From an optimization exercise on the open Yosys and OpenROAD flow, aimed at small area, a short achievable clock period and few clock cycles per item; shortcuts taken in it are not production practice.
Only simulation tests tie the RTL to the original design; equivalence was not proved.
Power figures rest on the tool's default switching activity, not on a simulated workload.

==> config.mk <==
export PLATFORM = sky130hd
export DESIGN_NAME = flt_engine
export DESIGN_NICKNAME = flt_engine
export VERILOG_FILES = /design/flow/design.v
export SDC_FILE = /design/flow/constraint.sdc
export NUM_CORES = 4
export LEC_CHECK = 0
export CAP_MARGIN = 20
export CORE_MARGIN = 2
export CORE_UTILIZATION = 40
export SLEW_MARGIN = 20
==> constraint.sdc <==
create_clock -name core_clock -period 20.0 [get_ports {clk}]
set_input_delay 4.0000 -clock core_clock [delete_from_list [all_inputs] [get_ports {clk}]]
set_output_delay 4.0000 -clock core_clock [all_outputs]
set_load 0.01 [all_outputs]
==> design.v <==
module fp32_add (
    input  wire [31:0] a,
    input  wire [31:0] b,
    input  wire        sub,      
    output reg  [31:0] y
);
    wire        sa = a[31];
    wire        sb = b[31] ^ sub;
    wire [7:0]  ea = a[30:23];
    wire [7:0]  eb = b[30:23];
    wire        za = (ea == 8'd0);
    wire        zb = (eb == 8'd0);
    wire [30:0] maga = za ? 31'd0 : a[30:0];
    wire [30:0] magb = zb ? 31'd0 : b[30:0];
    wire        a_big = (maga >= magb);
    wire        s_big = a_big ? sa : sb;
    wire [7:0]  e_big = a_big ? ea : eb;
    wire [7:0]  e_sml = a_big ? eb : ea;
    wire [26:0] m_big = a_big ? (za ? 27'd0 : {1'b1, a[22:0], 3'b000})
                              : (zb ? 27'd0 : {1'b1, b[22:0], 3'b000});
    wire [26:0] m_sml = a_big ? (zb ? 27'd0 : {1'b1, b[22:0], 3'b000})
                              : (za ? 27'd0 : {1'b1, a[22:0], 3'b000});
    wire [7:0]  dexp  = e_big - e_sml;
    wire [53:0] ext   = {m_sml, 27'd0} >> dexp;
    wire [26:0] m_al  = {ext[53:28], ext[27] | (|ext[26:0])};
    wire        eff_sub = sa ^ sb;
    wire [27:0] sum = eff_sub ? ({1'b0, m_big} - {1'b0, m_al})
                              : ({1'b0, m_big} + {1'b0, m_al});
    reg  [4:0]  lz;
    integer     i;
    always @* begin
        lz = 5'd27;
        for (i = 0; i <= 26; i = i + 1)
            if (sum[i]) lz = 5'd26 - i[4:0];
    end
    reg  [26:0] n;
    reg  signed [9:0] e;
    reg  [24:0] mr;
    reg         up;
    reg  signed [9:0] ef;
    always @* begin
        if (sum[27]) begin
            n = {sum[27:2], sum[1] | sum[0]};
            e = $signed({2'b00, e_big}) + 10'sd1;
        end else begin
            n = sum[26:0] << lz;
            e = $signed({2'b00, e_big}) - $signed({5'b00000, lz});
        end
        up = n[2] & (n[1] | n[0] | n[3]);
        mr = {1'b0, n[26:3]} + {24'd0, up};
        ef = mr[24] ? e + 10'sd1 : e;
        if (sum == 28'd0)
            y = {eff_sub ? 1'b0 : s_big, 31'd0};
        else if (ef <= 10'sd0)
            y = {s_big, 31'd0};
        else if (ef >= 10'sd255)
            y = {s_big, 8'hFF, 23'd0};
        else
            y = {s_big, ef[7:0], mr[24] ? mr[23:1] : mr[22:0]};
    end
endmodule
module fp32_mul (
    input  wire [31:0] a,
    input  wire [31:0] b,
    output reg  [31:0] y
);
    wire        s  = a[31] ^ b[31];
    wire [7:0]  ea = a[30:23];
    wire [7:0]  eb = b[30:23];
    wire        z  = (ea == 8'd0) | (eb == 8'd0);
    wire [47:0] p  = {1'b1, a[22:0]} * {1'b1, b[22:0]};
    reg  [23:0] m;
    reg         g, st, up;
    reg  [24:0] mr;
    reg  signed [9:0] e, ef;
    always @* begin
        if (p[47]) begin
            m  = p[47:24];
            g  = p[23];
            st = |p[22:0];
        end else begin
            m  = p[46:23];
            g  = p[22];
            st = |p[21:0];
        end
        e  = $signed({2'b00, ea}) + $signed({2'b00, eb}) - 10'sd127 + (p[47] ? 10'sd1 : 10'sd0);
        up = g & (st | m[0]);
        mr = {1'b0, m} + {24'd0, up};
        ef = mr[24] ? e + 10'sd1 : e;
        if (z || ef <= 10'sd0)
            y = {s, 31'd0};
        else if (ef >= 10'sd255)
            y = {s, 8'hFF, 23'd0};
        else
            y = {s, ef[7:0], mr[24] ? mr[23:1] : mr[22:0]};
    end
endmodule
module fp32_div (
    input  wire        clk,
    input  wire        rst,
    input  wire        start,
    input  wire [31:0] a,
    input  wire [31:0] b,
    output reg         done,
    output reg  [31:0] y
);
    reg         busy;
    reg  [4:0]  cnt;
    reg  [25:0] rem;
    reg  [23:0] dvs;
    reg  [25:0] q;
    reg         s;
    reg         za;
    reg  signed [9:0] e;
    wire [23:0] ma = {1'b1, a[22:0]};
    wire [23:0] mb = {1'b1, b[22:0]};
    wire        a_lt_b = (ma < mb);
    wire [25:0] diff = rem - {2'b00, dvs};
    wire        qbit = ~diff[25];
    wire        st  = (rem != 26'd0);
    wire        up  = q[1] & (q[0] | st | q[2]);
    wire [24:0] mr  = {1'b0, q[25:2]} + {24'd0, up};
    wire signed [9:0] ef = mr[24] ? e + 10'sd1 : e;
    always @(posedge clk) begin
        if (rst) begin
            busy <= 1'b0;
            done <= 1'b0;
            cnt  <= 5'd0;
        end else begin
            done <= 1'b0;
            if (start && !busy) begin
                busy <= 1'b1;
                cnt  <= 5'd0;
                s    <= a[31] ^ b[31];
                za   <= (a[30:23] == 8'd0);
                dvs  <= mb;
                rem  <= a_lt_b ? {1'b0, ma, 1'b0} : {2'b00, ma};
                e    <= $signed({2'b00, a[30:23]}) - $signed({2'b00, b[30:23]}) + 10'sd127
                        - (a_lt_b ? 10'sd1 : 10'sd0);
                q    <= 26'd0;
            end else if (busy) begin
                if (cnt == 5'd26) begin
                    busy <= 1'b0;
                    done <= 1'b1;
                    if (za || ef <= 10'sd0)
                        y <= {s, 31'd0};
                    else if (ef >= 10'sd255)
                        y <= {s, 8'hFF, 23'd0};
                    else
                        y <= {s, ef[7:0], mr[24] ? mr[23:1] : mr[22:0]};
                end else begin
                    q   <= {q[24:0], qbit};
                    rem <= (qbit ? diff : rem) << 1;
                    cnt <= cnt + 5'd1;
                end
            end
        end
    end
endmodule
module flt_engine (
    input  wire        clk,
    input  wire        rst,
    input  wire        cmd_valid,
    output reg         cmd_ready,
    input  wire [2:0]  cmd_op,
    input  wire [31:0] cmd_data,
    output reg         res_valid,
    output wire [31:0] res_data
);
    localparam [2:0] OP_ALPHA = 3'd0, OP_BETA = 3'd1, OP_GAMMA = 3'd2,
                     OP_DELTA = 3'd3, OP_CUTOFF = 3'd4, OP_MODE = 3'd5,
                     OP_CLEAR = 3'd6, OP_RUN = 3'd7;
    localparam [31:0] F_ONE      = 32'h3F800000;   
    localparam [31:0] F_W_SCALE  = 32'h39490FDB;   
    localparam [31:0] F_FILT_MIN = 32'h41A00000;   
    localparam [31:0] F_FREQ_MAX = 32'h46666666;   
    localparam integer DK = 4;
    localparam integer DN = 7;
    localparam integer DS = DK * DN;
    reg [1:0]  mode;
    reg [31:0] alpha, beta, gamma, delta;
    reg [31:0] x1, x2, y1, y2;
    reg        v0;
    reg [2:0]  op0;
    reg [31:0] d0;
    reg [31:0] xc;              
    reg [3:0]  lp;
    reg [2:0]  hp;
    reg [5:0]  bp;
    reg [1:0]  ct;
    reg        pend;            
    reg [31:0] mr0, mr1, ar0, ar1;
    reg        dv;
    reg [2:0]  dcnt;
    reg [24:0] rem;
    reg [DS-1:0] q;
    reg [7:0]  dea;
    assign res_data = y1;
    function automatic [31:0] daz(input [31:0] v);
        daz = (v[30:23] == 8'd0) ? 32'd0 : v;
    endfunction
    function automatic flt_lt(input [31:0] p, input [31:0] r);
        reg [31:0] pp, qq;
        begin
            pp = daz(p);
            qq = daz(r);
            if (pp[31] != qq[31])
                flt_lt = pp[31] & ~qq[31];
            else if (pp[31])
                flt_lt = pp[30:0] > qq[30:0];
            else
                flt_lt = pp[30:0] < qq[30:0];
        end
    endfunction
    wire [31:0] fc_lo  = flt_lt(d0, F_FILT_MIN) ? F_FILT_MIN : d0;
    wire [31:0] fc_clp = flt_lt(F_FREQ_MAX, fc_lo) ? F_FREQ_MAX : fc_lo;
    function automatic [11:0] occ(input [3:0] l, input [2:0] h, input [5:0] b,
                                  input [1:0] c);
        reg [5:0] om, oa;
        begin
            om[0] = l[0] | l[1] | h[1] | b[1] | b[2] | b[3];
            om[1] = l[0] | h[0] | b[0] | b[1] | b[2];
            om[2] = b[0] | b[1];
            om[3] = b[0];
            om[4] = 1'b0;
            om[5] = 1'b0;
            oa[0] = l[2] | h[0] | b[3] | b[4] | c[0];
            oa[1] = l[1] | b[2] | b[3];
            oa[2] = l[0] | b[1] | b[2];
            oa[3] = b[0] | b[1];
            oa[4] = b[0];
            oa[5] = 1'b0;
            occ = {oa, om};
        end
    endfunction
    function automatic can_issue(
        input [2:0] op, input [1:0] md, input [3:0] l, input [2:0] h,
        input [5:0] b, input [1:0] c, input pd, input dlast);
        reg [5:0] om, oa;
        begin
            {oa, om} = occ(l, h, b, c);
            case (op)
                OP_ALPHA:  can_issue = ~pd & ~l[0] & ~|h[1:0];
                OP_BETA:   can_issue = ~|b[1:0];
                OP_GAMMA:  can_issue = ~|b[2:0];
                OP_DELTA:  can_issue = ~|b[3:0];
                OP_CUTOFF: can_issue = ~pd & ~om[0] & ~oa[1];
                OP_MODE:   can_issue = 1'b1;
                OP_CLEAR:  can_issue = ~|l & ~|h & ~|b;
                default: begin  
                    if (pd & ~dlast)
                        can_issue = 1'b0;
                    else if (md == 2'd0)
                        can_issue = ~l[0] & ~|h[1:0] & ~|b[4:0]
                                  & ~om[1] & ~om[2] & ~oa[0] & ~oa[3];
                    else if (md == 2'd1)
                        can_issue = ~h[0] & ~|l[2:0] & ~|b[4:0]
                                  & ~oa[0] & ~oa[1] & ~om[2];
                    else
                        can_issue = ~b[0] & ~b[1] & ~|l[2:0] & ~|h[1:0]
                                  & ~oa[0] & ~om[2] & ~om[3] & ~om[4] & ~oa[4] & ~oa[5];
                end
            endcase
        end
    endfunction
    wire dlast = dv & (dcnt == DN - 1);
    wire issue = v0 & can_issue(op0, mode, lp, hp, bp, ct, pend, dlast);
    wire acc   = cmd_valid & cmd_ready;
    wire is_run = issue & (op0 == OP_RUN);
    wire is_cut = issue & (op0 == OP_CUTOFF);
    wire        v0_n   = acc | (v0 & ~issue);
    wire [2:0]  op0_n  = acc ? cmd_op : op0;
    wire [1:0]  mode_n = (issue & (op0 == OP_MODE)) ? d0[1:0] : mode;
    wire [3:0]  lp_n   = {lp[2:0], is_run & (mode == 2'd0)};
    wire [2:0]  hp_n   = {hp[1:0], is_run & (mode == 2'd1)};
    wire [5:0]  bp_n   = {bp[4:0], is_run & mode[1]};
    wire        pend_n = is_cut | (pend & ~dlast);
    wire        dv_n   = ct[1] | (dv & ~dlast);
    wire [2:0]  dcnt_n = ct[1] ? 3'd0 : dv ? dcnt + 3'd1 : dcnt;
    wire        dlast_n = dv_n & (dcnt_n == DN - 1);
    reg [31:0] ma, mb;
    always @* begin
        ma = alpha; mb = xc;                               
        if (lp[2])      begin ma = y1;        mb = ar0; end  
        else if (hp[2]) begin ma = alpha;     mb = ar0; end  
        else if (bp[2]) begin ma = beta;      mb = ar0; end  
        else if (bp[3]) begin ma = gamma;     mb = y1;  end  
        else if (bp[4]) begin ma = delta;     mb = y2;  end  
        else if (ct[0]) begin ma = F_W_SCALE; mb = xc;  end  
    end
    wire [31:0] m_y;
    fp32_mul u_mul (.a(ma), .b(mb), .y(m_y));
    reg [31:0] aa, ab;
    reg        asub;
    always @* begin
        aa = mr0; ab = mr1; asub = 1'b0;                     
        if (lp[0])      begin aa = {~alpha[31], alpha[30:0]}; ab = F_ONE; end  
        else if (hp[0]) begin aa = xc;  ab = x1;  asub = 1'b1; end
        else if (hp[1]) begin aa = ar0; ab = y1;  end
        else if (bp[0]) begin aa = xc;  ab = x2;  asub = 1'b1; end
        else if (bp[5]) begin aa = ar1; ab = mr1; asub = 1'b1; end
        else if (ct[1]) begin aa = mr0; ab = F_ONE; end
    end
    wire [31:0] a_y;
    fp32_add u_add (.a(aa), .b(ab), .sub(asub), .y(a_y));
    wire [23:0] dvs = {1'b1, ar0[22:0]};
    reg  [24:0] rr;
    reg  [DK-1:0] qb;
    reg  [25:0] df;
    integer k;
    always @* begin
        rr = rem;
        for (k = DK - 1; k >= 0; k = k - 1) begin
            df = {1'b0, rr} - {2'b00, dvs};
            qb[k] = ~df[25];
            rr = df[25] ? rr : df[24:0];
            rr = {rr[23:0], 1'b0};
        end
    end
    wire [DS-1:0] qf = {q[DS-DK-1:0], qb};
    wire          qi = qf[DS-1];
    wire [23:0]   dm = qi ? qf[DS-1:DS-24] : qf[DS-2:DS-25];
    wire          dg = qi ? qf[DS-25] : qf[DS-26];
    wire          dsx = (qi ? |qf[DS-26:0] : |qf[DS-27:0]) | (rr != 25'd0);
    wire          dup = dg & (dsx | dm[0]);
    wire [24:0]   dmr = {1'b0, dm} + {24'd0, dup};
    wire [9:0]    dex = {2'b00, dea} - {2'b00, ar0[30:23]} + 10'd126 + {9'd0, qi} + {9'd0, dmr[24]};
    wire [31:0]   dq  = {1'b0, dex[7:0], dmr[24] ? dmr[23:1] : dmr[22:0]};
    wire done_y = lp[3] | hp[2] | bp[5];
    wire [31:0] yv = hp[2] ? m_y : a_y;
    always @(posedge clk) begin
        if (is_run | is_cut) xc <= (op0 == OP_CUTOFF) ? fc_clp : d0;
        if (lp[1] | bp[2] | ct[0]) mr0 <= m_y;
        if (lp[2] | bp[3] | bp[4]) mr1 <= m_y;
        if (lp[0] | hp[0] | hp[1] | bp[0] | ct[1]) ar0 <= a_y;
        if (bp[4]) ar1 <= a_y;
        if (ct[1]) begin
            rem <= {2'b01, mr0[22:0]};
            dea <= mr0[30:23];
        end else if (dv) begin
            rem <= rr;
            q   <= qf;
        end
        if (acc) d0 <= cmd_data;
        op0 <= op0_n;
        dcnt <= dcnt_n;
        if (rst) begin
            mode      <= 2'd0;
            alpha     <= 32'd0;
            beta      <= 32'd0;
            gamma     <= 32'd0;
            delta     <= 32'd0;
            x1        <= 32'd0;
            x2        <= 32'd0;
            y1        <= 32'd0;
            y2        <= 32'd0;
            v0        <= 1'b0;
            lp        <= 4'd0;
            hp        <= 3'd0;
            bp        <= 6'd0;
            ct        <= 2'd0;
            pend      <= 1'b0;
            dv        <= 1'b0;
            res_valid <= 1'b0;
            cmd_ready <= 1'b0;
        end else begin
            v0   <= v0_n;
            mode <= mode_n;
            lp   <= lp_n;
            hp   <= hp_n;
            bp   <= bp_n;
            ct   <= {ct[0], is_cut};
            pend <= pend_n;
            dv   <= dv_n;
            cmd_ready <= ~v0_n | can_issue(op0_n, mode_n, lp_n, hp_n, bp_n, {ct[0], is_cut}, pend_n, dlast_n);
            res_valid <= done_y;
            if (issue) begin
                case (op0)
                    OP_ALPHA: alpha <= d0;
                    OP_BETA:  beta  <= d0;
                    OP_GAMMA: gamma <= d0;
                    OP_DELTA: delta <= d0;
                    default: ;
                endcase
            end
            if (dlast) alpha <= dq;
            if (hp[0]) x1 <= xc;
            if (bp[0]) begin
                x2 <= x1;
                x1 <= xc;
            end
            if (done_y) begin
                y1 <= yv;
                if (bp[5]) y2 <= y1;
            end
            if (issue & (op0 == OP_CLEAR)) begin
                x1 <= 32'd0; x2 <= 32'd0; y1 <= 32'd0; y2 <= 32'd0;
            end
        end
    end
endmodule
==> run.sh <==
#!/bin/bash
# synth_recipe.tcl (not shown) runs the flow's synth.tcl, then flattens the netlist and writes it again
# the make line also repeats each setting of config.mk as NAME=value (left out here)
make -C /OpenROAD-flow-scripts/flow DESIGN_CONFIG=/design/flow/config.mk WORK_HOME=/design/flow/orfs CLKGATE_MAP_FILE= SYNTH_SCRIPT=/design/flow/synth_recipe.tcl finish
==> impl_summary.txt, run 1 <==
----------------------------------------------------
[Yosys]
  Post-synthesis share of cell area spent on xor and xnor gates ... 3.70%
  Synth Area in Simple Gates ... 19.5%
  Count of different cell masters after synthesis ... 117
  Multiplexer share of the synthesized area ... under 10%
  Cell type with the highest aggregate area in the netlist ... sky130_fd_sc_hd__fa_1
  Adder and majority cell fraction of the synthesized area ... 23.3%
  Leading post-synthesis cells by instance count ... sky130_fd_sc_hd__nand2_1 (1163), sky130_fd_sc_hd__nor2_1 (792), sky130_fd_sc_hd__inv_1 (734), sky130_fd_sc_hd__a21oi_1 (575), sky130_fd_sc_hd__fa_1 (488)
  Count leader, synth ... sky130_fd_sc_hd__nand2_1
  Cell count after synthesis ... 7630
  Cell types occupying the most area after synthesis ... sky130_fd_sc_hd__fa_1 (16%), sky130_fd_sc_hd__edfxtp_1 (12%), sky130_fd_sc_hd__dfxtp_1 (9.3%)
  Largest family of logic cells by synthesized area ... adder cells
  Total number of yosys warnings ... 3
  Number of enable flip-flop cells after synthesis ... 247
  Post-Syn Nets ... 8514
  Average instance area after synthesis ... 8.03 sq um
  Post-synthesis async set-or-reset flop share ... 0%
  Synthesis-stage register bit count ... 533
  Area of the mapped netlist ... between 60000 and 70000 sq um
  Post-synth top area share ... between 10% and 20%
  Share of the synthesized area in compound gates (AO/OA/AOI/OAI) ... 19.2%
  Sequential cell area fraction in the yosys report ... 21.5%
  Flip-flop cell with the highest count after synthesis ... sky130_fd_sc_hd__dfxtp_1

[CTS]
  Number of levels the H-tree was split into ... 2
  Hold buffer count at cts ... 0
  Setup Fix Bufs, Post-CTS ... 0
  Deepest clock path buffer count ... 3
  CTS Root Cell ... sky130_fd_sc_hd__clkbuf_16
  Number of buffers created by CTS ... just over 60
  Worst skew pair latency ... around 0.7 ns
  Number of clock sinks ... 533
  TritonCTS clock tree ... done
  Clock slew at the register clock pins of the worst setup and hold paths ... 0.06 ns

[Floorplan]
  Number of top-level pins ... 72
  Die H ... 395 microns
  Effective utilization at floorplan ... approximately two fifths
  Row count ... 143
  Die Outline Area ... 156000 sq um
  Placeable core region ... around 150000 sq um
  Die boundary width ... 395 microns

[Setup path]
  Cell mode on critical path ... sky130_fd_sc_hd__ha_1
  Reg2Reg Capture Point ... ar1[15]
  Setup slack, reg-to-reg ... between 1 and 1.5 ns
  Type of the setup path with the least slack ... reg2reg
  CP Capture Type ... register
  Worst EP required ... 20.38 ns
  Maximum fanout encountered on the critical timing path ... 28
  Arr. time, crit path ... 18.93 ns
  Depth of the worst register-to-register path ... 65
  Crit-path slowest cell ... sky130_fd_sc_hd__dfxtp_2
  Critical register-to-register path startpoint ... hp[0]
  Critical Path Max Stage Delay ... 0.78 ns
  Startpoint class of the critical path ... register

[Timing]
  Worst hold slack ... 0.456 ns
  Minimum clock period after layout ... around 19 ns
  Unrepaired setup endpoints after global routing ... no
  Fmax ... ~54 MHz
  Number of max-slew violations in the final report ... 0
  Slew headroom ... 26.1%
  Tcrit/Tclk final ... between 90% and 100%
  Final clock skew ... ~0.042 ns
  Final hold vios ... 0
  Actual transition at the worst max-transition pin ... 1.10 ns
  Number of setup violations in the final report ... 0

[Drt]
  Number of vias in the routed layout ... 58423
  Length of the first detailed-routing pass in iterations ... 9
  Per-cell via count in the routed design ... roughly 6.0
  Starting DRT DRC Count ... 6869
  Count of antenna-violating nets left after detailed routing ... 0
  Number of remaining DRC errors ... 0
  Drt wl/cell ... approximately 25 microns
  Final Routed Wirelength ... 245 mm

[Place]
  HPWL after detailed placement ... 188 mm
  Number of buffers added on ports ... 71
  Placed instance count ... 9626
  Final estimated routing congestion in global placement ... 0.995
  Post-place instance area ... 65400 sq um

[Hold path]
  Path category of the worst min-delay check ... reg2reg
  Hold path cells ... 2
  Capture endpoint of the worst hold path ... beta[9]
  Worst Min Path Start ... beta[9]

[Pwr]
  Net Switching ... 3.19 mW
  Switching part of the total ... 47.5%
  Peak ir drop on the vdd network ... roughly 0.098 mV
  Leakage ... 27.3 nW
  Clk pwr share ... between 10% and 20%
  Proportion of power drawn by combinational gates ... 63.2%
  Sequential power share ... between 10% and 20%
  Cell Pwr Density ... 99.6 nW/um^2
  Final Total Pwr ... 6.73 mW
  Internal power contribution ... 3.53 mW

[Global route]
  Antenna violations before repair ... 7
  Global router's overall resource usage ... 30.6%
  Largest net degree at the start of global routing ... 81
  Remaining global-route overflow ... 0
  Vias in the first global route ... 56279
  Wire length of the first global-routing pass ... 364 mm

[Layout]
  Count of placed standard cells in the final layout, fillers left out ... 9744
  Number of nets in the layout ... 8544
  Final Instance Area ... 67600 sq um
  Synthesis-to-finish area growth ... 10.3%
  Share of post-route cells with drive strength above 1 ... 8.21%

[Run status]
  Status ... finished clean

[Job]
  Number of max-cap violations ... 0

----------------------------------------------------
## cells by family after synthesis
family / Yosys count
DFF: 533
buffers and inverters: 1167
adders and majority gates: 849
AOI/OAI and AO/OA: 1812
xor gates and xnor gates: 259
and+or+nand+nor: 2694
muxes: 316
## stage by stage
| stage | setup slack, ns | util (%) | TNS [ns] |
|---|---|---|---|
| 4_1_cts | 0.00355 | 44.4 | 0 |
| 3_3_place_gp | -0.444 | 43.0 | -7.42 |
| 6_report | 1.46 | 44.4 | 0 |
| 2_1_floorplan | 0.716 | - | 0 |
| 5_1_grt | 0.00775 | 44.4 | 0 |
| 3_5_place_dp | -0.771 | 43.0 | -15.20 |
## what timing repair did
item	in CTS	in global routing
setup endpoints to repair	25	25
gates resized for setup	14	40
pin swaps	1	4
## layer usage
layer  routed length [microns]  up-vias  track usage, %
met5                        34        -               0
met4                      9730        4            10.6
met3                     25900      503            6.20
met2                    106000     3111            46.9
met1                    104000    28488            42.6
li1                          -    26317               -
## worst max-delay path, delay by kind of cell, from the launching register on
family	cells	cell delay (ns)
AOI/OAI and AO/OA	26	6.57
and+or+nand+nor	23	6.51
buffers and inverters	6	1.51
adders and majority gates	5	1.10
muxes	3	1.03
DFF	1	0.78
xor gates and xnor gates	2	0.61
## area by class of cell
cell class                      count  area [sq um]
Antenna cell                        1          2.50
Clock buffer                       86          1780
Clock inverter                     30           307
Fill cell                       15357         84500
Inverter                          758          2850
Multi-Input combinational cell   5930         43900
Sequential cell                   533         13200
Tap cell                         2030          2540
Timing Repair Buffer              376          3060
## state kept, by name, summed over array words and instances, names as in the netlist, 3 cells and up
register,cells
alpha,32
ar0,32
ar1,32
beta,32
bp,6
d0,32
dcnt,3
dea,8
delta,32
gamma,32
hp,3
lp,4
mr0,32
mr1,32
op0,3
q,24
rem,25
x1,32
x2,32
xc,32
y1,32
y2,32
## layout by cell type (no fill, tap or decap), drive strengths merged, types with 35 or more instances in the layout
master and count:
nand2 1167, nor2 797, inv 746, a21oi 576, fa 488, ha 358, o21ai 352, buf 306
dfxtp 286, edfxtp 247, mux2i 245, xnor2 161, nor3 144, nand3 105, xor2 98, clkbuf 86
o21a 80, and2 79, a21o 73, a31oi 70, clkdlybuf4s50 70, nand2b 70, o31ai 64, mux2 62
o211ai 58, o22ai 54, a211oi 54, or3 51, a21boi 50, nor2b 46, and3 43, a22oi 39
nor4 39, nand4 37, clkinv 36, a221oi 35
## power groups by stage
| stage | sequential, mW | clock (mW) | combinational [mW] |
|---|---|---|---|
| after floorplan | 1.30 | 0 | 2.66 |
| after global placement | 1.32 | 0 | 4.08 |
| after detailed placement | 1.32 | 0 | 4.10 |
| after CTS | 1.30 | 1.18 | 4.13 |
| after global routing | 1.30 | 1.22 | 4.61 |
| final | 1.30 | 1.18 | 4.25 |
## worst max-delay path by stage
stage | startpoint | endpoint
finish | hp[0] | ar1[15]
CTS | ar0[1] | rem[19]
floorplan | ar0[1] | rem[6]
global placement | ar0[1] | rem[19]
detailed placement | ar0[1] | rem[19]
global route | ar0[1] | rem[19]
Testbench counts, summed over its fixed seeds: cycles 52,593, items 20,202.
==> inputs of run 2 (changes only) <==
--- a/design.v
+++ b/design.v
@@ -12,49 +12,100 @@
     wire        zb = (eb == 8'd0);
-    wire [30:0] maga = za ? 31'd0 : a[30:0];
-    wire [30:0] magb = zb ? 31'd0 : b[30:0];
-    wire        a_big = (maga >= magb);
-    wire        s_big = a_big ? sa : sb;
-    wire [7:0]  e_big = a_big ? ea : eb;
-    wire [7:0]  e_sml = a_big ? eb : ea;
-    wire [26:0] m_big = a_big ? (za ? 27'd0 : {1'b1, a[22:0], 3'b000})
-                              : (zb ? 27'd0 : {1'b1, b[22:0], 3'b000});
-    wire [26:0] m_sml = a_big ? (zb ? 27'd0 : {1'b1, b[22:0], 3'b000})
-                              : (za ? 27'd0 : {1'b1, a[22:0], 3'b000});
-    wire [7:0]  dexp  = e_big - e_sml;
-    wire [53:0] ext   = {m_sml, 27'd0} >> dexp;
-    wire [26:0] m_al  = {ext[53:28], ext[27] | (|ext[26:0])};
     wire        eff_sub = sa ^ sb;
-    wire [27:0] sum = eff_sub ? ({1'b0, m_big} - {1'b0, m_al})
-                              : ({1'b0, m_big} + {1'b0, m_al});
-    reg  [4:0]  lz;
-    integer     i;
+    wire [23:0] fa = {1'b1, a[22:0]};
+    wire [23:0] fb = {1'b1, b[22:0]};
+    wire [8:0]  dab = {1'b0, ea} - {1'b0, eb};
+    wire [8:0]  dba = {1'b0, eb} - {1'b0, ea};
+    wire        a_ge = ~dab[8];                   
+    wire [7:0]  d    = a_ge ? dab[7:0] : dba[7:0];
+    wire        d0   = (dab[7:0] == 8'd0);
+    wire        d1   = (d == 8'd1);
+    wire        s_big = a_ge ? sa : sb;
+    wire [7:0]  e_big = a_ge ? ea : eb;
+    wire [23:0] m_big = a_ge ? fa : fb;
+    wire [23:0] m_sml = a_ge ? fb : fa;
+    wire [4:0]  sh    = (d > 8'd26) ? 5'd27 : d[4:0];
+    wire [25:0] al    = {m_sml, 2'b00} >> sh;
+    reg  [23:0] smask;
+    integer i;
     always @* begin
-        lz = 5'd27;
-        for (i = 0; i <= 26; i = i + 1)
-            if (sum[i]) lz = 5'd26 - i[4:0];
+        for (i = 0; i < 24; i = i + 1)
+            smask[i] = (i + 2 < sh);
     end
-    reg  [26:0] n;
-    reg  signed [9:0] e;
-    reg  [24:0] mr;
-    reg         up;
-    reg  signed [9:0] ef;
+    wire        stk  = |(m_sml & smask);
+    wire [27:0] sum  = eff_sub ? ({1'b0, m_big, 3'b000} - {1'b0, al, stk})
+                               : ({1'b0, m_big, 3'b000} + {1'b0, al, stk});
+    wire        up2 = sum[3] & ((|sum[2:0]) | sum[4]);
+    wire        up1 = sum[2] & ((sum[1] | sum[0]) | sum[3]);
+    wire        up0 = sum[1] & (sum[0] | sum[2]);
+    wire [22:0] fr2 = sum[26:4] + {22'd0, up2};
+    wire [22:0] fr1 = sum[25:3] + {22'd0, up1};
+    wire [22:0] fr0 = sum[24:2] + {22'd0, up0};
+    wire        c2  = up2 & (&sum[26:4]);
+    wire        c1  = up1 & (&sum[25:3]);
+    wire        c0  = up0 & (&sum[24:2]);
+    wire [8:0]  ek0 = {1'b0, e_big} - 9'd1;
+    wire [8:0]  ek1 = {1'b0, e_big};
+    wire [8:0]  ek2 = {1'b0, e_big} + 9'd1;
+    wire [8:0]  ek3 = {1'b0, e_big} + 9'd2;
+    wire        fz0 = ek0[8] | (ek0 == 9'd0);        
+    wire        fz1 = (e_big == 8'd0);
+    wire        fo1 = (e_big == 8'd255);
+    wire        fo2 = (ek2 >= 9'd255);
+    wire        fo3 = (ek3 >= 9'd255);
+    reg  [7:0]  fex;
+    reg  [22:0] ffr;
+    reg         fuf, fof;
     always @* begin
         if (sum[27]) begin
-            n = {sum[27:2], sum[1] | sum[0]};
-            e = $signed({2'b00, e_big}) + 10'sd1;
+            ffr = fr2; fex = c2 ? ek3[7:0] : ek2[7:0]; fuf = 1'b0; fof = c2 ? fo3 : fo2;
+        end else if (sum[26]) begin
+            ffr = fr1; fex = c1 ? ek2[7:0] : ek1[7:0]; fuf = c1 ? 1'b0 : fz1; fof = c1 ? fo2 : fo1;
         end else begin
-            n = sum[26:0] << lz;
-            e = $signed({2'b00, e_big}) - $signed({5'b00000, lz});
+            ffr = fr0; fex = c0 ? ek1[7:0] : ek0[7:0]; fuf = c0 ? fz1 : fz0; fof = c0 ? fo1 : 1'b0;
+        end
+    end
+    wire [31:0] far_y = fuf ? {s_big, 31'd0} :
+                        fof ? {s_big, 8'hFF, 23'd0} :
+                        {s_big, fex, ffr};
+    wire [24:0] s1 = {fa, 1'b0} - (d0 ? {fb, 1'b0} : {1'b0, fb});
+    wire [24:0] s2 = {fb, 1'b0} - (d0 ? {fa, 1'b0} : {1'b0, fa});
+    wire        s1neg = d0 & (fb > fa);
+    wire        use1  = d0 ? ~s1neg : a_ge;
+    wire [24:0] r     = use1 ? s1 : s2;
+    wire        ns    = use1 ? sa : sb;
+    function automatic [4:0] lzc32(input [31:0] v);
+        reg [15:0] h; reg [7:0] q; reg [3:0] o; reg [1:0] t;
+        reg [4:0] n;
+        begin
+            n[4] = (v[31:16] == 16'd0);
+            h    = n[4] ? v[15:0] : v[31:16];
+            n[3] = (h[15:8] == 8'd0);
+            q    = n[3] ? h[7:0] : h[15:8];
+            n[2] = (q[7:4] == 4'd0);
+            o    = n[2] ? q[3:0] : q[7:4];
+            n[1] = (o[3:2] == 2'd0);
+            t    = n[1] ? o[1:0] : o[3:2];
+            n[0] = ~t[1];
+            lzc32 = n;
         end
-        up = n[2] & (n[1] | n[0] | n[3]);
-        mr = {1'b0, n[26:3]} + {24'd0, up};
-        ef = mr[24] ? e + 10'sd1 : e;
-        if (sum == 28'd0)
-            y = {eff_sub ? 1'b0 : s_big, 31'd0};
-        else if (ef <= 10'sd0)
-            y = {s_big, 31'd0};
-        else if (ef >= 10'sd255)
-            y = {s_big, 8'hFF, 23'd0};
+    endfunction
+    wire [4:0]  nlz = lzc32({r[23:0], 8'hFF});
+    wire [23:0] nm  = r[23:0] << nlz;
+    wire [9:0]  ne  = {2'b00, e_big} - 10'd1 - {5'd0, nlz};
+    wire        nz  = (r[23:0] == 24'd0);
+    wire [31:0] near_y = nz ? 32'd0 :
+                         (ne[9] || ne == 10'd0) ? {ns, 31'd0} :
+                         {ns, ne[7:0], nm[22:0]};
+    wire        near = eff_sub & (d0 | d1) & ~r[24];
+    always @* begin
+        if (za & zb)
+            y = {sa & sb, 31'd0};
+        else if (zb)
+            y = a;
+        else if (za)
+            y = {sb, b[30:0]};
+        else if (near)
+            y = near_y;
         else
-            y = {s_big, ef[7:0], mr[24] ? mr[23:1] : mr[22:0]};
+            y = far_y;
     end
@@ -70,27 +121,74 @@
     wire        z  = (ea == 8'd0) | (eb == 8'd0);
-    wire [47:0] p  = {1'b1, a[22:0]} * {1'b1, b[22:0]};
-    reg  [23:0] m;
-    reg         g, st, up;
-    reg  [24:0] mr;
-    reg  signed [9:0] e, ef;
+    wire [23:0] ma = {1'b1, a[22:0]};
+    wire [25:0] mb = {2'b00, 1'b1, b[22:0]};
+    reg  [25:0] row [0:12];
+    reg  [12:0] neg;
+    integer i;
     always @* begin
-        if (p[47]) begin
-            m  = p[47:24];
-            g  = p[23];
-            st = |p[22:0];
-        end else begin
-            m  = p[46:23];
-            g  = p[22];
-            st = |p[21:0];
+        for (i = 0; i < 13; i = i + 1) begin : rows
+            reg b2, b1, b0, one, two;
+            reg [24:0] mag;
+            b2 = mb[2*i+1];
+            b1 = mb[2*i];
+            b0 = (i == 0) ? 1'b0 : mb[2*i-1];
+            neg[i] = b2 & ~(b1 & b0);
+            one = b1 ^ b0;
+            two = (b2 & ~b1 & ~b0) | (~b2 & b1 & b0);
+            mag = one ? {1'b0, ma} : two ? {ma, 1'b0} : 25'd0;
+            row[i] = {~neg[i], neg[i] ? ~mag : mag};
+        end
+    end
+    wire [47:0] p = 48'h555556000000
+        + ({22'd0, row[0]})        + ({20'd0, row[1], 2'd0})   + ({18'd0, row[2], 4'd0})
+        + ({16'd0, row[3], 6'd0})  + ({14'd0, row[4], 8'd0})   + ({12'd0, row[5], 10'd0})
+        + ({10'd0, row[6], 12'd0}) + ({8'd0, row[7], 14'd0})   + ({6'd0, row[8], 16'd0})
+        + ({4'd0, row[9], 18'd0})  + ({2'd0, row[10], 20'd0})  + ({row[11], 22'd0})
+        + ({row[12][23:0], 24'd0})
+        + {23'd0, neg[12], 1'b0, neg[11], 1'b0, neg[10], 1'b0, neg[9], 1'b0, neg[8], 1'b0,
+           neg[7], 1'b0, neg[6], 1'b0, neg[5], 1'b0, neg[4], 1'b0, neg[3], 1'b0, neg[2], 1'b0,
+           neg[1], 1'b0, neg[0]};
+    function automatic [4:0] tz24(input [23:0] v);
+        integer j;
+        begin
+            tz24 = 5'd24;
+            for (j = 23; j >= 0; j = j - 1)
+                if (v[j]) tz24 = j[4:0];
         end
-        e  = $signed({2'b00, ea}) + $signed({2'b00, eb}) - 10'sd127 + (p[47] ? 10'sd1 : 10'sd0);
-        up = g & (st | m[0]);
-        mr = {1'b0, m} + {24'd0, up};
-        ef = mr[24] ? e + 10'sd1 : e;
-        if (z || ef <= 10'sd0)
+    endfunction
+    wire [5:0]  tzs = {1'b0, tz24(ma)} + {1'b0, tz24(mb[23:0])};
+    wire        st_hi = (tzs < 6'd23);    
+    wire        st_lo = (tzs < 6'd22);    
+    wire        gh  = p[23], gl = p[22];
+    wire        uph = gh & (st_hi | p[24]);
+    wire        upl = gl & (st_lo | p[23]);
+    wire [22:0] frh = p[46:24] + {22'd0, uph};
+    wire [22:0] frl = p[45:23] + {22'd0, upl};
+    wire        ch  = uph & (&p[46:24]);
+    wire        cl  = upl & (&p[45:23]);
+    wire [9:0]  e0  = {2'b00, ea} + {2'b00, eb} - 10'd127;
+    wire [9:0]  e1  = e0 + 10'd1;
+    wire [9:0]  e2  = e0 + 10'd2;
+    wire        uf0 = e0[9] | (e0 == 10'd0);
+    wire        uf1 = e1[9] | (e1 == 10'd0);
+    wire        uf2 = e2[9] | (e2 == 10'd0);
+    wire        of0 = ~e0[9] & (e0[8:0] >= 9'd255);
+    wire        of1 = ~e1[9] & (e1[8:0] >= 9'd255);
+    wire        of2 = ~e2[9] & (e2[8:0] >= 9'd255);
+    wire        ufh = ch ? uf2 : uf1;
+    wire        ofh = ch ? of2 : of1;
+    wire [7:0]  exh = ch ? e2[7:0] : e1[7:0];
+    wire        ufl = cl ? uf1 : uf0;
+    wire        ofl = cl ? of1 : of0;
+    wire [7:0]  exl = cl ? e1[7:0] : e0[7:0];
+    wire        uf  = p[47] ? ufh : ufl;
+    wire        of  = p[47] ? ofh : ofl;
+    wire [7:0]  ex  = p[47] ? exh : exl;
+    wire [22:0] fr  = p[47] ? frh : frl;
+    always @* begin
+        if (z | uf)
             y = {s, 31'd0};
-        else if (ef >= 10'sd255)
+        else if (of)
             y = {s, 8'hFF, 23'd0};
         else
-            y = {s, ef[7:0], mr[24] ? mr[23:1] : mr[22:0]};
+            y = {s, ex, fr};
     end
@@ -176,4 +274,4 @@
     localparam [31:0] F_FREQ_MAX = 32'h46666666;   
-    localparam integer DK = 4;
-    localparam integer DN = 7;
+    localparam integer DK = 3;
+    localparam integer DN = 9;
     localparam integer DS = DK * DN;
@@ -193,3 +291,3 @@
     reg        dv;
-    reg [2:0]  dcnt;
+    reg  [3:0]  dcnt;
     reg [24:0] rem;
@@ -278,3 +376,3 @@
     wire        dv_n   = ct[1] | (dv & ~dlast);
-    wire [2:0]  dcnt_n = ct[1] ? 3'd0 : dv ? dcnt + 3'd1 : dcnt;
+    wire [3:0]  dcnt_n = ct[1] ? 4'd0 : dv ? dcnt + 4'd1 : dcnt;
     wire        dlast_n = dv_n & (dcnt_n == DN - 1);
--- a/config.mk
+++ b/config.mk
@@ -10,2 +10,4 @@
 export CORE_UTILIZATION = 40
+export SETUP_SLACK_MARGIN = 5
 export SLEW_MARGIN = 20
+export TNS_END_PERCENT = 100
==> run 2 against run 1 <==
Effect of this change: combinational power rose by 63%; total power grew 37%; hold slack lost 0.0090 ns; sequential share of layout area is 0.092 points lower; sequential cell count increased by 1; setup slack improved by 4.2 ns; synthesized cell count grew 5.0%.
==> impl_summary.txt, run 2 <==
----------------------------------------------------
[Layout]
  Filler cells ... about 16000
  Diodes inserted ... 0
  Commonest non-fill, non-tap cell in the layout ... sky130_fd_sc_hd__nand2_1
  Total area of multi-input combinational cells ... 46200 sq um
  Number of nets in the layout ... 8546
  Count of placed standard cells in the final layout, fillers left out ... between 9000 and 10000
  Commonest cells after routing, fill and taps aside ... sky130_fd_sc_hd__nand2_1 (916), sky130_fd_sc_hd__nor2_1 (730), sky130_fd_sc_hd__a21oi_1 (676)
  Sequential cell area in the final layout ... 13200 sq um
  Share of post-route cells with drive strength above 1 ... 7.00%
  Synthesis-to-finish area growth ... 7.83%

[Timing]
  Number of max-slew violations in the final report ... 0
  Actual transition at the worst max-transition pin ... ~1.3 ns
  Number of setup violations in the final report ... 0
  Final clock skew ... 0.0466 ns
  Fmax ... 69.7 MHz
  Slew headroom ... 14.9%
  Final hold vios ... 0
  Tcrit/Tclk final ... a little under three quarters
  Unrepaired setup endpoints after global routing ... no
  Minimum clock period after layout ... 14.35 ns
  Total negative slack ... 0 ns

[Yosys]
  Cell count after synthesis ... 8009
  Average instance area after synthesis ... 7.88 sq um
  Number of enable flip-flop cells after synthesis ... 247
  Leading post-synthesis cells by instance count ... sky130_fd_sc_hd__nand2_1 (918), sky130_fd_sc_hd__nor2_1 (748), sky130_fd_sc_hd__a21oi_1 (690), sky130_fd_sc_hd__inv_1 (515), sky130_fd_sc_hd__ha_1 (441)
  Post-synthesis async set-or-reset flop share ... 0%
  Count of different cell masters after synthesis ... 130
  Post-synth top area share ... a little under an eighth
  Cell types occupying the most area after synthesis ... sky130_fd_sc_hd__edfxtp_1 (12%), sky130_fd_sc_hd__dfxtp_1 (9.1%), sky130_fd_sc_hd__ha_1 (8.7%)
  Post-Syn Nets ... slightly below 9000
  Flip-flop cell with the highest count after synthesis ... sky130_fd_sc_hd__dfxtp_1
  Count leader, synth ... sky130_fd_sc_hd__nand2_1
  Area of the mapped netlist ... 63100 sq um
  Total number of yosys warnings ... 4
  Synthesis-stage register bit count ... 534
  Cell type with the highest aggregate area in the netlist ... sky130_fd_sc_hd__edfxtp_1
  Sequential cell area fraction in the yosys report ... 20.9%

[Drt]
  Number of vias in the routed layout ... 62606
  Top Metal Used ... met5
  Per-cell via count in the routed design ... 6.32
  Drt wl/cell ... between 20 and 30 microns
  Routed length on met3 ... 26.4 mm
  Starting DRT DRC Count ... 7681
  Number of remaining DRC errors ... 0
  M1 WL ... 109 mm
  Length of routed met2 wiring ... 115 mm
  Length of the first detailed-routing pass in iterations ... 8
  Final Routed Wirelength ... between 200 and 300 mm
  Count of antenna-violating nets left after detailed routing ... 0

[Place]
  Placed instance count ... approximately 9800
  Final estimated routing congestion in global placement ... 1.03
  Number of buffers added on ports ... 71
  HPWL after detailed placement ... between 200 and 250 mm

[Global route]
  Remaining global-route overflow ... 0
  Wire length of the first global-routing pass ... between 300 and 400 mm
  Vias in the first global route ... ~60000
  Global router's overall resource usage ... a little under a third
  Largest net degree at the start of global routing ... 72
  Antenna violations before repair ... 10

[Job]
  Number of max-cap violations ... 0

[Floorplan]
  Row count ... approximately 150
  Die boundary width ... between 400 and 500 microns
  Number of top-level pins ... 72
  Effective utilization at floorplan ... 40.3%
  Die H ... around 400 microns
  Die Outline Area ... between 150000 and 200000 sq um
  Placeable core region ... 156000 sq um

[Setup path]
  Critical register-to-register path startpoint ... hp[2]
  Startpoint class of the critical path ... register
  Critical Path Max Stage Delay ... 0.71 ns
  Reg2Reg Capture Point ... y1[7]
  Cell mode on critical path ... sky130_fd_sc_hd__fa_1
  Arr. time, crit path ... 14.94 ns
  Crit path capture ... y1[7]
  Depth of the worst register-to-register path ... 41
  Type of the setup path with the least slack ... reg2reg
  Worst EP required ... 20.59 ns
  Maximum fanout encountered on the critical timing path ... 49
  CP Capture Type ... register
  Launch point of the critical path ... hp[2]
  Setup slack, reg-to-reg ... 5.65 ns
  Crit-path slowest cell ... sky130_fd_sc_hd__o21ai_0

[Pwr]
  Peak ir drop on the vdd network ... 0.357 mV
  Leakage ... between 20 and 30 nW
  Final Total Pwr ... 9.25 mW
  Cell Pwr Density ... 136 nW/um^2

[CTS]
  TritonCTS clock tree ... done
  Number of levels the H-tree was split into ... 2
  Number of buffers created by CTS ... 59
  Worst skew pair latency ... 0.65 ns
  Clock slew at the register clock pins of the worst setup and hold paths ... 0.06 ns
  Number of clock sinks ... 534
  CTS Root Cell ... sky130_fd_sc_hd__clkbuf_16
  Deepest clock path buffer count ... 3

[Hold path]
  Path category of the worst min-delay check ... reg2reg
  Hold path cells ... 0

[Run status]
  Status ... finished clean

----------------------------------------------------
## run 2: critical path: cells and delay by family, from the launching register on
kind / cells / cell delay, ns
adder cells (fa/ha/maj): 7 / 3.19
AND/OR/NAND/NOR: 16 / 5.06
buffers and inverters: 4 / 1.11
XOR/XNOR: 2 / 0.43
flip-flops: 1 / 0.46
AO/OA/AOI/OAI: 12 / 3.90
## run 2: metal layers
layer / up-vias / global-route usage, %
li1: 28077 / -
met5: - / 0
met4: 2 / 15.1
met1: 30551 / 43.2
met3: 626 / 5.44
met2: 3350 / 48.7
## run 2: per-stage QoR
stage	hold WS [ns]	setup WS, ns	utilization [%]	instance area [sq um]
floorplan	0.418	6.34	-	63100
global placement	0.431	4.10	42.2	65900
detailed placement	0.430	4.30	42.2	65900
CTS	0.444	4.95	43.4	67900
global route	0.451	5.04	43.5	68000
finish	0.447	5.65	43.5	68000
## run 2: worst min-delay path by stage
stage                     startpoint      to  slack [ns]
after global routing         mr0[26]  dea[3]        0.45
after global placement       mr0[26]  dea[3]        0.43
after floorplan              mr0[26]  dea[3]        0.42
after detailed placement     mr0[26]  dea[3]        0.43
after CTS                    mr0[26]  dea[3]        0.44
final                        mr0[26]  dea[3]        0.45
## run 2: kinds of logic (layout without fill, tap and decap cells)
logic type                 after synthesis  count (layout)  share of synthesized area [%]
buffers and inverters                 1060             904                           6.60
muxes                                  304             304                           5.06
adders and majority gates              705             705                           17.1
DFF                                    534             534                           20.9
xor gates and xnor gates               587             587                           8.17
and+or+nand+nor                       2541            2541                           18.5
AOI/OAI and AO/OA                     2278            2278                           23.7
## run 2: cell type report
class / count / area share (%)
Multi-Input combinational cell: 6415 / 67.9
Sequential cell: 534 / 19.4
Tap cell: 2058 / 3.78
Timing Repair Buffer: 264 / 3.23
Inverter: 529 / 2.93
Clock buffer: 74 / 2.31
Clock inverter: 37 / 0.465
## run 2: what timing repair did
item,in CTS,in global routing
endpoints found under the setup margin,94,167
setup buffers,1,3
resized for setup,10,37
pin swaps,1,0
hold buffers,0,0
## run 2: power breakdown
group	leakage, nW	total [mW]	switching, mW	internal (mW)
clock network	0.913	1.08	0.485	0.598
logic	20.6	6.91	4.33	2.59
registers	4.57	1.25	0.0380	1.21
total	26.1	9.25	4.85	4.40
Testbench counts of run 2, summed over its fixed seeds: cycles 53,547, items 20,202.
==> inputs of run 3 (changes only) <==
--- a/design.v
+++ b/design.v
@@ -374,2 +374,3 @@
     wire [5:0]  bp_n   = {bp[4:0], is_run & mode[1]};
+    wire [1:0]  ct_n   = {ct[0], is_cut};
     wire        pend_n = is_cut | (pend & ~dlast);
@@ -378,25 +379,18 @@
     wire        dlast_n = dv_n & (dcnt_n == DN - 1);
-    reg [31:0] ma, mb;
-    always @* begin
-        ma = alpha; mb = xc;                               
-        if (lp[2])      begin ma = y1;        mb = ar0; end  
-        else if (hp[2]) begin ma = alpha;     mb = ar0; end  
-        else if (bp[2]) begin ma = beta;      mb = ar0; end  
-        else if (bp[3]) begin ma = gamma;     mb = y1;  end  
-        else if (bp[4]) begin ma = delta;     mb = y2;  end  
-        else if (ct[0]) begin ma = F_W_SCALE; mb = xc;  end  
-    end
+    reg s_ma_alpha, s_ma_y1, s_ma_beta, s_ma_gamma, s_ma_delta, s_ma_k;
+    reg s_mb_xc, s_mb_ar0, s_mb_y1, s_mb_y2;
+    wire [31:0] ma = ({32{s_ma_alpha}} & alpha) | ({32{s_ma_y1}} & y1)
+                   | ({32{s_ma_beta}} & beta)   | ({32{s_ma_gamma}} & gamma)
+                   | ({32{s_ma_delta}} & delta) | ({32{s_ma_k}} & F_W_SCALE);
+    wire [31:0] mb = ({32{s_mb_xc}} & xc) | ({32{s_mb_ar0}} & ar0)
+                   | ({32{s_mb_y1}} & y1) | ({32{s_mb_y2}} & y2);
     wire [31:0] m_y;
     fp32_mul u_mul (.a(ma), .b(mb), .y(m_y));
-    reg [31:0] aa, ab;
-    reg        asub;
-    always @* begin
-        aa = mr0; ab = mr1; asub = 1'b0;                     
-        if (lp[0])      begin aa = {~alpha[31], alpha[30:0]}; ab = F_ONE; end  
-        else if (hp[0]) begin aa = xc;  ab = x1;  asub = 1'b1; end
-        else if (hp[1]) begin aa = ar0; ab = y1;  end
-        else if (bp[0]) begin aa = xc;  ab = x2;  asub = 1'b1; end
-        else if (bp[5]) begin aa = ar1; ab = mr1; asub = 1'b1; end
-        else if (ct[1]) begin aa = mr0; ab = F_ONE; end
-    end
+    reg s_aa_nalpha, s_aa_mr0, s_aa_xc, s_aa_ar0, s_aa_ar1;
+    reg s_ab_one, s_ab_mr1, s_ab_x1, s_ab_y1, s_ab_x2, asub;
+    wire [31:0] aa = ({32{s_aa_nalpha}} & {~alpha[31], alpha[30:0]})
+                   | ({32{s_aa_mr0}} & mr0) | ({32{s_aa_xc}} & xc)
+                   | ({32{s_aa_ar0}} & ar0) | ({32{s_aa_ar1}} & ar1);
+    wire [31:0] ab = ({32{s_ab_one}} & F_ONE) | ({32{s_ab_mr1}} & mr1)
+                   | ({32{s_ab_x1}} & x1) | ({32{s_ab_y1}} & y1) | ({32{s_ab_x2}} & x2);
     wire [31:0] a_y;
@@ -463,3 +457,28 @@
             cmd_ready <= 1'b0;
+            {s_ma_alpha, s_ma_y1, s_ma_beta, s_ma_gamma, s_ma_delta, s_ma_k} <= 6'd0;
+            {s_mb_xc, s_mb_ar0, s_mb_y1, s_mb_y2} <= 4'd0;
+            {s_aa_nalpha, s_aa_mr0, s_aa_xc, s_aa_ar0, s_aa_ar1} <= 5'd0;
+            {s_ab_one, s_ab_mr1, s_ab_x1, s_ab_y1, s_ab_x2, asub} <= 6'd0;
         end else begin
+            s_ma_alpha  <= lp_n[1] | hp_n[2];
+            s_ma_y1     <= lp_n[2];
+            s_ma_beta   <= bp_n[2];
+            s_ma_gamma  <= bp_n[3];
+            s_ma_delta  <= bp_n[4];
+            s_ma_k      <= ct_n[0];
+            s_mb_xc     <= lp_n[1] | ct_n[0];
+            s_mb_ar0    <= lp_n[2] | hp_n[2] | bp_n[2];
+            s_mb_y1     <= bp_n[3];
+            s_mb_y2     <= bp_n[4];
+            s_aa_nalpha <= lp_n[0];
+            s_aa_mr0    <= lp_n[3] | bp_n[4] | ct_n[1];
+            s_aa_xc     <= hp_n[0] | bp_n[0];
+            s_aa_ar0    <= hp_n[1];
+            s_aa_ar1    <= bp_n[5];
+            s_ab_one    <= lp_n[0] | ct_n[1];
+            s_ab_mr1    <= lp_n[3] | bp_n[4] | bp_n[5];
+            s_ab_x1     <= hp_n[0];
+            s_ab_y1     <= hp_n[1];
+            s_ab_x2     <= bp_n[0];
+            asub        <= hp_n[0] | bp_n[0] | bp_n[5];
             v0   <= v0_n;
@@ -469,6 +488,6 @@
             bp   <= bp_n;
-            ct   <= {ct[0], is_cut};
+            ct   <= ct_n;
             pend <= pend_n;
             dv   <= dv_n;
-            cmd_ready <= ~v0_n | can_issue(op0_n, mode_n, lp_n, hp_n, bp_n, {ct[0], is_cut}, pend_n, dlast_n);
+            cmd_ready <= ~v0_n | can_issue(op0_n, mode_n, lp_n, hp_n, bp_n, ct_n, pend_n, dlast_n);
             res_valid <= done_y;
==> flow/run.sh (new file) <==
#!/bin/bash
set -euo pipefail
bash standard.sh SETUP_SLACK_MARGIN=8 TNS_END_PERCENT=100 finish > flow_make.log 2>&1
==> standard.sh (new file) <==
#!/bin/bash
# synth_recipe.tcl (not shown) runs the flow's synth.tcl, then flattens the netlist and writes it again
# the make line also repeats each setting of config.mk as NAME=value (left out here)
make -C /OpenROAD-flow-scripts/flow DESIGN_CONFIG=/design/flow/config.mk WORK_HOME=/design/flow/orfs CLKGATE_MAP_FILE= SYNTH_SCRIPT=/design/flow/synth_recipe.tcl "${@:-finish}"
--- a/config.mk
+++ b/config.mk
@@ -10,4 +10,2 @@
 export CORE_UTILIZATION = 40
-export SETUP_SLACK_MARGIN = 5
 export SLEW_MARGIN = 20
-export TNS_END_PERCENT = 100
removed: run.sh
==> run 3 against run 2 <==
Effect of this change: clock-buffer cell count rose by 10; still clean; largest power group unchanged; non-clock buffer count rose by 72; combinational power is about 20% lower; critical endpoint is now y1[19].
==> impl_summary.txt, run 3 <==
----------------------------------------------------
[Timing]
  Number of setup violations in the final report ... 0
  Unrepaired setup endpoints after global routing ... no
  Actual transition at the worst max-transition pin ... 1.30 ns
  Total negative slack ... 0 ns
  Final hold vios ... 0
  Minimum clock period after layout ... between 10 and 15 ns
  Fmax ... 85.7 MHz
  Tcrit/Tclk final ... 58.3%
  Slew headroom ... 12.7%
  Final clock skew ... 0.0263 ns
  Number of max-slew violations in the final report ... 0

[Setup path]
  Critical Path Max Stage Delay ... roughly 1.1 ns
  Cell mode on critical path ... sky130_fd_sc_hd__a21oi_1
  Type of the setup path with the least slack ... reg2reg
  Maximum fanout encountered on the critical timing path ... 48
  Crit-path slowest cell ... sky130_fd_sc_hd__a222oi_1
  CP Capture Type ... register
  Setup slack, reg-to-reg ... around 8.3 ns
  Worst EP required ... 20.51 ns
  Startpoint class of the critical path ... register
  Arr. time, crit path ... 12.18 ns

[CTS]
  Number of levels the H-tree was split into ... 2
  Number of clock sinks ... 542
  Number of buffers created by CTS ... 57
  Clock slew at the register clock pins of the worst setup and hold paths ... 0.06 ns
  Deepest clock path buffer count ... 3
  Hold buffer count at cts ... 0
  CTS Root Cell ... sky130_fd_sc_hd__clkbuf_16
  Worst skew pair latency ... 0.64 ns
  TritonCTS clock tree ... done

[Yosys]
  Count leader, synth ... sky130_fd_sc_hd__nand2_1
  Synthesis-stage register bit count ... 542
  Cell types occupying the most area after synthesis ... sky130_fd_sc_hd__edfxtp_1 (12%), sky130_fd_sc_hd__dfxtp_1 (9.6%), sky130_fd_sc_hd__ha_1 (9.0%)
  Cell type with the highest aggregate area in the netlist ... sky130_fd_sc_hd__edfxtp_1
  Leading post-synthesis cells by instance count ... sky130_fd_sc_hd__nand2_1 (923), sky130_fd_sc_hd__nor2_1 (578), sky130_fd_sc_hd__a21oi_1 (565), sky130_fd_sc_hd__xnor2_1 (491), sky130_fd_sc_hd__inv_1 (487)
  Count of different cell masters after synthesis ... between 100 and 150
  Post-synthesis async set-or-reset flop share ... 0%
  Post-synth top area share ... 12.1%
  Post-Syn Nets ... approximately 8400
  Total number of yosys warnings ... 4
  Average instance area after synthesis ... 8.04 sq um
  Sequential cell area fraction in the yosys report ... 21.7%
  Cell count after synthesis ... ~7600
  Area of the mapped netlist ... just over 60000 sq um
  Number of enable flip-flop cells after synthesis ... 247
  Flip-flop cell with the highest count after synthesis ... sky130_fd_sc_hd__dfxtp_1

[Layout]
  Share of post-route cells with drive strength above 1 ... 9.46%
  Commonest non-fill, non-tap cell in the layout ... sky130_fd_sc_hd__nand2_1
  Synthesis-to-finish area growth ... 11.3%
  Commonest cells after routing, fill and taps aside ... sky130_fd_sc_hd__nand2_1 (919), sky130_fd_sc_hd__nor2_1 (565), sky130_fd_sc_hd__a21oi_1 (540)
  Number of nets in the layout ... 8282
  Final Core Density ... between 40 and 50%
  Filler cells ... 15037

[Global route]
  Wire length of the first global-routing pass ... 392 mm
  Largest net degree at the start of global routing ... 86
  Remaining global-route overflow ... 0
  Vias in the first global route ... roughly 58000
  Antenna violations before repair ... 13
  Global router's overall resource usage ... 33.1%

[Drt]
  Drt wl/cell ... 28.2 microns
  Per-cell via count in the routed design ... 6.41
  Starting DRT DRC Count ... 7974
  Length of the first detailed-routing pass in iterations ... 9
  Final Routed Wirelength ... 271 mm
  Number of vias in the routed layout ... 61670
  Count of antenna-violating nets left after detailed routing ... 0
  Number of remaining DRC errors ... 0

[Pwr]
  Peak ir drop on the vdd network ... roughly 0.13 mV
  Leakage ... 27.0 nW
  Cell Pwr Density ... between 100 and 150 nW/um^2

[Floorplan]
  Effective utilization at floorplan ... 40.4%
  Number of top-level pins ... 72
  Die boundary width ... 396 microns
  Row count ... ~140
  Placeable core region ... 152000 sq um
  Die H ... approximately 400 microns
  Die Outline Area ... approximately 160000 sq um

[Place]
  Final estimated routing congestion in global placement ... a little over 1
  HPWL after detailed placement ... 200 mm
  Number of buffers added on ports ... 71

[Run status]
  Status ... finished clean

[Hold path]
  Path category of the worst min-delay check ... reg2reg

[Job]
  Number of max-cap violations ... 0

----------------------------------------------------
run 3: cell count changes after synthesis, sizes merged, moves of 33 or more:
| cell | previous run | this run |
|---|---|---|
| nor3b | 45 | 10 |
| xnor2 | 438 | 497 |
| a22oi | 287 | 446 |
| o21ai | 410 | 360 |
| a21oi | 691 | 570 |
| a222oi | 6 | 48 |
| buf | 139 | 93 |
| nor2 | 752 | 580 |
| xor2 | 149 | 116 |
| mux2i | 248 | 168 |
run 3: final cells by class:
| cell class | instances | area (sq um) | area share (%) |
|---|---|---|---|
| clock buffers | 84 | 1710 | 2.51 |
| multi-input cells | 6094 | 45400 | 66.4 |
| flip-flops and latches | 542 | 13300 | 19.5 |
| diodes | 10 | 25.0 | 0.0366 |
| well taps | 2030 | 2540 | 3.72 |
| inverters | 508 | 1950 | 2.85 |
| clock inverters | 24 | 314 | 0.460 |
| repair buffers | 336 | 3050 | 4.46 |
run 3: critical path: cells and delay by family (launching register included):
kind	cells	cell delay, ns
AOI/OAI and AO/OA	27	7.07
and+or+nand+nor	8	1.61
buffers and inverters	5	1.28
adders and majority gates	3	0.78
muxes	1	0.39
DFF	1	0.37
run 3: path summary, 6_finish.rpt:
check / to / start / cells after the start
worst max-delay path: y1[19] / hp[0] / 44
worst min-delay path: beta[14] / beta[14] / 2
worst max register to register: y1[19] / hp[0] / 44
worst min register to register: beta[14] / beta[14] / 2
run 3: cell families after synthesis:
kind of cell | share of synthesized area, %
flip-flops | 21.7
buffers and inverters | 6.31
AO/OA/AOI/OAI | 24.1
AND/OR/NAND/NOR | 17.7
XOR/XNOR | 8.89
multiplexers | 3.64
adder cells (fa/ha/maj) | 17.6
run 3: what timing repair did:
item,4_1_cts,5_1_grt
buffers inserted,40,36
gates cloned,5,6
resized for setup,128,148
pin swaps,25,49
hold endpoints to repair,0,0
endpoints found under the setup margin,202,181
run 3: report_power, final:
group / leakage, nW / switching [mW] / internal [mW]
clock: 0.987 / 0.480 / 0.675
sequential: 4.66 / 0.0386 / 1.21
combinational: 21.4 / 3.64 / 1.90
total: 27.0 / 4.15 / 3.78
run 3: routing by layer:
layer	part of all wire (%)	track usage [%]	up-vias
met1	38	42.1	29943
li1	-	-	27237
met5	0.0092	0	-
met2	44	52.3	3737
met3	11	7.32	749
met4	6.3	17.6	4
run 3: per-stage QoR:
| step | area, sq um | setup WS (ns) | power, mW | hold WS (ns) | cells |
|---|---|---|---|---|---|
| 3_3_place_gp | 64200 | 5.15 | 6.22 | 0.436 | 9422 |
| 4_1_cts | 67200 | 8.01 | 7.61 | 0.454 | 9575 |
| 6_report | 68300 | 8.33 | 7.94 | 0.455 | 9628 |
| 2_1_floorplan | 61400 | 8.02 | 4.74 | 0.424 | 7636 |
| 5_1_grt | 68300 | 7.73 | 8.33 | 0.462 | 9618 |
| 3_5_place_dp | 64200 | 4.97 | 6.21 | 0.440 | 9422 |
Testbench counts of run 3, summed over its fixed seeds: cycles 53,547, items 20,202.
==> inputs of run 4 (changes only) <==
--- a/config.mk
+++ b/config.mk
@@ -11 +11,3 @@
 export SLEW_MARGIN = 20
+export SYNTH_HIERARCHICAL = 1
+export SYNTH_MINIMUM_KEEP_SIZE = 0
==> run 4 against run 3 <==
Effect of this change: wire length increased by 2.9%; sequential share of layout area decreased by 0.56 points; hold slack improved by 0.0011 ns; die area increased by 5.2%; register-to-register slack improved by 0.12 ns; setup slack improved by 0.12 ns; critical endpoint is now y1[13].
==> impl_summary.txt, run 4 <==
----------------------------------------------------
[Setup path]
  Crit-path slowest cell ... sky130_fd_sc_hd__a211oi_1
  Setup slack, reg-to-reg ... 8.45 ns
  Arr. time, crit path ... 12.09 ns
  Critical Path Max Stage Delay ... 0.69 ns
  Maximum fanout encountered on the critical timing path ... 62
  Startpoint class of the critical path ... register
  Type of the setup path with the least slack ... reg2reg
  Worst EP required ... 20.54 ns
  CP Capture Type ... register

[Timing]
  Slew headroom ... 23.6%
  Fmax ... 86.6 MHz
  Final hold vios ... 0
  Total negative slack ... 0 ns
  Minimum clock period after layout ... 11.55 ns
  Unrepaired setup endpoints after global routing ... no
  Actual transition at the worst max-transition pin ... roughly 1.1 ns
  Number of max-slew violations in the final report ... 0
  Final clock skew ... 0.0336 ns
  Number of setup violations in the final report ... 0
  Worst hold slack ... ~0.46 ns
  Tcrit/Tclk final ... 57.7%

[Global route]
  Wire length of the first global-routing pass ... 409 mm
  Antenna violations before repair ... 12
  Largest net degree at the start of global routing ... 88
  Global router's overall resource usage ... approximately 33%
  Remaining global-route overflow ... 0
  Vias in the first global route ... 60218

[Layout]
  Commonest non-fill, non-tap cell in the layout ... sky130_fd_sc_hd__nand2_1
  Filler cells ... 16066
  Final Instance Area ... 70400 sq um
  Number of nets in the layout ... 8499
  Share of post-route cells with drive strength above 1 ... 8.67%
  Commonest cells after routing, fill and taps aside ... sky130_fd_sc_hd__nand2_1 (784), sky130_fd_sc_hd__nor2_1 (614), sky130_fd_sc_hd__a21oi_1 (553)
  Final Core Density ... 43.9%
  Synthesis-to-finish area growth ... 8.91%

[CTS]
  Number of buffers created by CTS ... 58
  CTS Root Cell ... sky130_fd_sc_hd__clkbuf_16
  Clock slew at the register clock pins of the worst setup and hold paths ... 0.06 ns
  Deepest clock path buffer count ... 3
  Worst skew pair latency ... around 0.65 ns
  TritonCTS clock tree ... done
  Number of levels the H-tree was split into ... 2
  Number of clock sinks ... between 500 and 600

[Yosys]
  Sequential cell area fraction in the yosys report ... 20.6%
  Count of different cell masters after synthesis ... 140
  Post-synth top area share ... 11.5%
  Synthesis-stage register bit count ... approximately 540
  Number of enable flip-flop cells after synthesis ... 247
  Count leader, synth ... sky130_fd_sc_hd__nand2_1
  Leading post-synthesis cells by instance count ... sky130_fd_sc_hd__nand2_1 (794), sky130_fd_sc_hd__nor2_1 (620), sky130_fd_sc_hd__a21oi_1 (576), sky130_fd_sc_hd__inv_1 (502), sky130_fd_sc_hd__ha_1 (452)
  Flip-flop cell with the highest count after synthesis ... sky130_fd_sc_hd__dfxtp_1
  Total number of yosys warnings ... 10
  Post-Syn Nets ... 8679
  Area of the mapped netlist ... 64600 sq um
  Cell count after synthesis ... a little under 8000
  Cell types occupying the most area after synthesis ... sky130_fd_sc_hd__edfxtp_1 (11%), sky130_fd_sc_hd__dfxtp_1 (9.1%), sky130_fd_sc_hd__ha_1 (8.8%)
  Cell type with the highest aggregate area in the netlist ... sky130_fd_sc_hd__edfxtp_1
  Average instance area after synthesis ... 8.15 sq um
  Post-synthesis async set-or-reset flop share ... 0%

[Drt]
  Length of the first detailed-routing pass in iterations ... 9
  Per-cell via count in the routed design ... 6.43
  Number of vias in the routed layout ... approximately 64000
  Number of remaining DRC errors ... 0
  Starting DRT DRC Count ... 7985
  Final Routed Wirelength ... 279 mm
  Drt wl/cell ... 28.0 microns
  Count of antenna-violating nets left after detailed routing ... 0

[Pwr]
  Cell Pwr Density ... 115 nW/um^2
  Leakage ... 27.8 nW
  Peak ir drop on the vdd network ... 0.118 mV

[Place]
  Final estimated routing congestion in global placement ... 0.993
  HPWL after detailed placement ... roughly 210 mm
  Post-place instance area ... 67100 sq um
  Number of buffers added on ports ... 71

[Floorplan]
  Die H ... 406 microns
  Placeable core region ... 160000 sq um
  Effective utilization at floorplan ... 40.3%
  Row count ... 147
  Die Outline Area ... 165000 sq um
  Number of top-level pins ... 72
  Die boundary width ... 406 microns

[Run status]
  Status ... finished clean

[Hold path]
  Path category of the worst min-delay check ... reg2reg

[Job]
  Number of max-cap violations ... 0

----------------------------------------------------
==> run 4: changes by cell type in the layout (fill, tap and decap cells not counted), sizes merged, moves of 47 or more <==
cell    delta
xnor2    -130
a211oi    +66
nand2    -131
o21ai     -48
nor2      +47
mux2i    +147
xor2      +69
==> run 4: per-layer routing <==
layer  vias up  share of wire (%)  global-route usage [%]
li1      28470                  -                       -
met1     31246                 41                    44.3
met2      3691                 44                    50.6
met3       640                 10                    6.44
met4         4                5.2                    14.0
met5         -             0.0097                       0
==> run 4: kinds of logic (layout without fill, tap and decap cells) <==
group                    Yosys count  count (layout)  synth area share, %
buffers and inverters           1051             917                 6.58
XOR/XNOR                         552             552                 7.50
flip-flops                       542             542                 20.6
other                              0               3                    0
AO/OA/AOI/OAI                   2309            2311                 24.9
adder cells (fa/ha/maj)          716             716                 16.9
multiplexers                     377             377                 6.01
AND/OR/NAND/NOR                 2378            2379                 17.5
==> run 4: critical path, delay by kind of cell, from the launching register on <==
family,cells,cell delay (ns)
fa+ha+maj,8,3.81
compound gates,11,3.14
xor+xnor,1,0.33
buf+inv,8,1.79
flops,1,0.58
mux,1,0.08
simple gates,6,1.60
==> run 4: Yosys stat by module (local to each module, per instance) <==
module | cells inside | area (sq um) | flops+latches
flt_engine | 2857 | 27800 | 542
fp32_mul | 2456 | 19800 | 0
fp32_add | 2612 | 17000 | 0
==> run 4: area by class of cell <==
| type | instances | area (sq um) | area share, % |
|---|---|---|---|
| clock inverter | 33 | 330 | 0.470 |
| sequential | 542 | 13300 | 19.0 |
| tap | 2160 | 2700 | 3.84 |
| timing repair buffer | 293 | 2500 | 3.55 |
| clock buffer | 76 | 1640 | 2.34 |
| multi-input combinational | 6335 | 47900 | 68.1 |
| inverter | 515 | 1950 | 2.77 |
| antenna | 3 | 7.51 | 0.0107 |
==> run 4: through the flow <==
stage                     instances  power [mW]  setup WS, ns
after floorplan                7925        5.14          8.86
after global placement         9793        6.64          5.76
after detailed placement       9793        6.63          5.78
after CTS                      9919        7.87          8.01
after global routing           9954        8.56          7.95
final                          9957        8.09          8.45
==> run 4: final timing paths <==
check        startpoint     end  cells after the start
max               bp[4]  y1[13]                     35
min reg2reg     mr0[26]  dea[3]                      0
min             mr0[26]  dea[3]                      0
max reg2reg       bp[4]  y1[13]                     35
==> run 4: power by group <==
part,leakage [nW],total (mW),switching (mW),internal [mW]
combinational,22.1,5.71,3.79,1.92
clock,0.970,1.13,0.476,0.655
sequential,4.66,1.25,0.0393,1.21
==> run 4: what timing repair did <==
action | in CTS | in global routing
resized for setup | 70 | 108
setup buffers | 15 | 33
cloned | 2 | 2
pin swaps | 10 | 13
hold buffers | 0 | 0
endpoints found under the setup margin | 155 | 155

-- port drivers added, routing unchanged --
The flow's constraints put no driver on any port. The routed layouts listed below were extracted and timed again, unchanged, in two steps.
Step 1: set_driving_cell puts a clkbuf_16 on clk and a buf_2 on each other input, an assumption about the parent block.
Step 2 times the ports against the registers' clock, not the clock port: input delays grow and output delays shrink by t, the midpoint of the rising clock arrivals with the driver on.
a / b / c = ideal ports / drivers / drivers and shift; a / b = the first two.
run	t (ns)	slack for setup (ns)
run 1	0.756	1.455 / 1.455 / 1.455
run 2	0.692	5.651 / 5.651 / 5.651
run 3	0.710	8.332 / 8.332 / 8.332
run 4	0.685	8.452 / 8.452 / 8.452
After both steps every run listed still meets setup and hold.
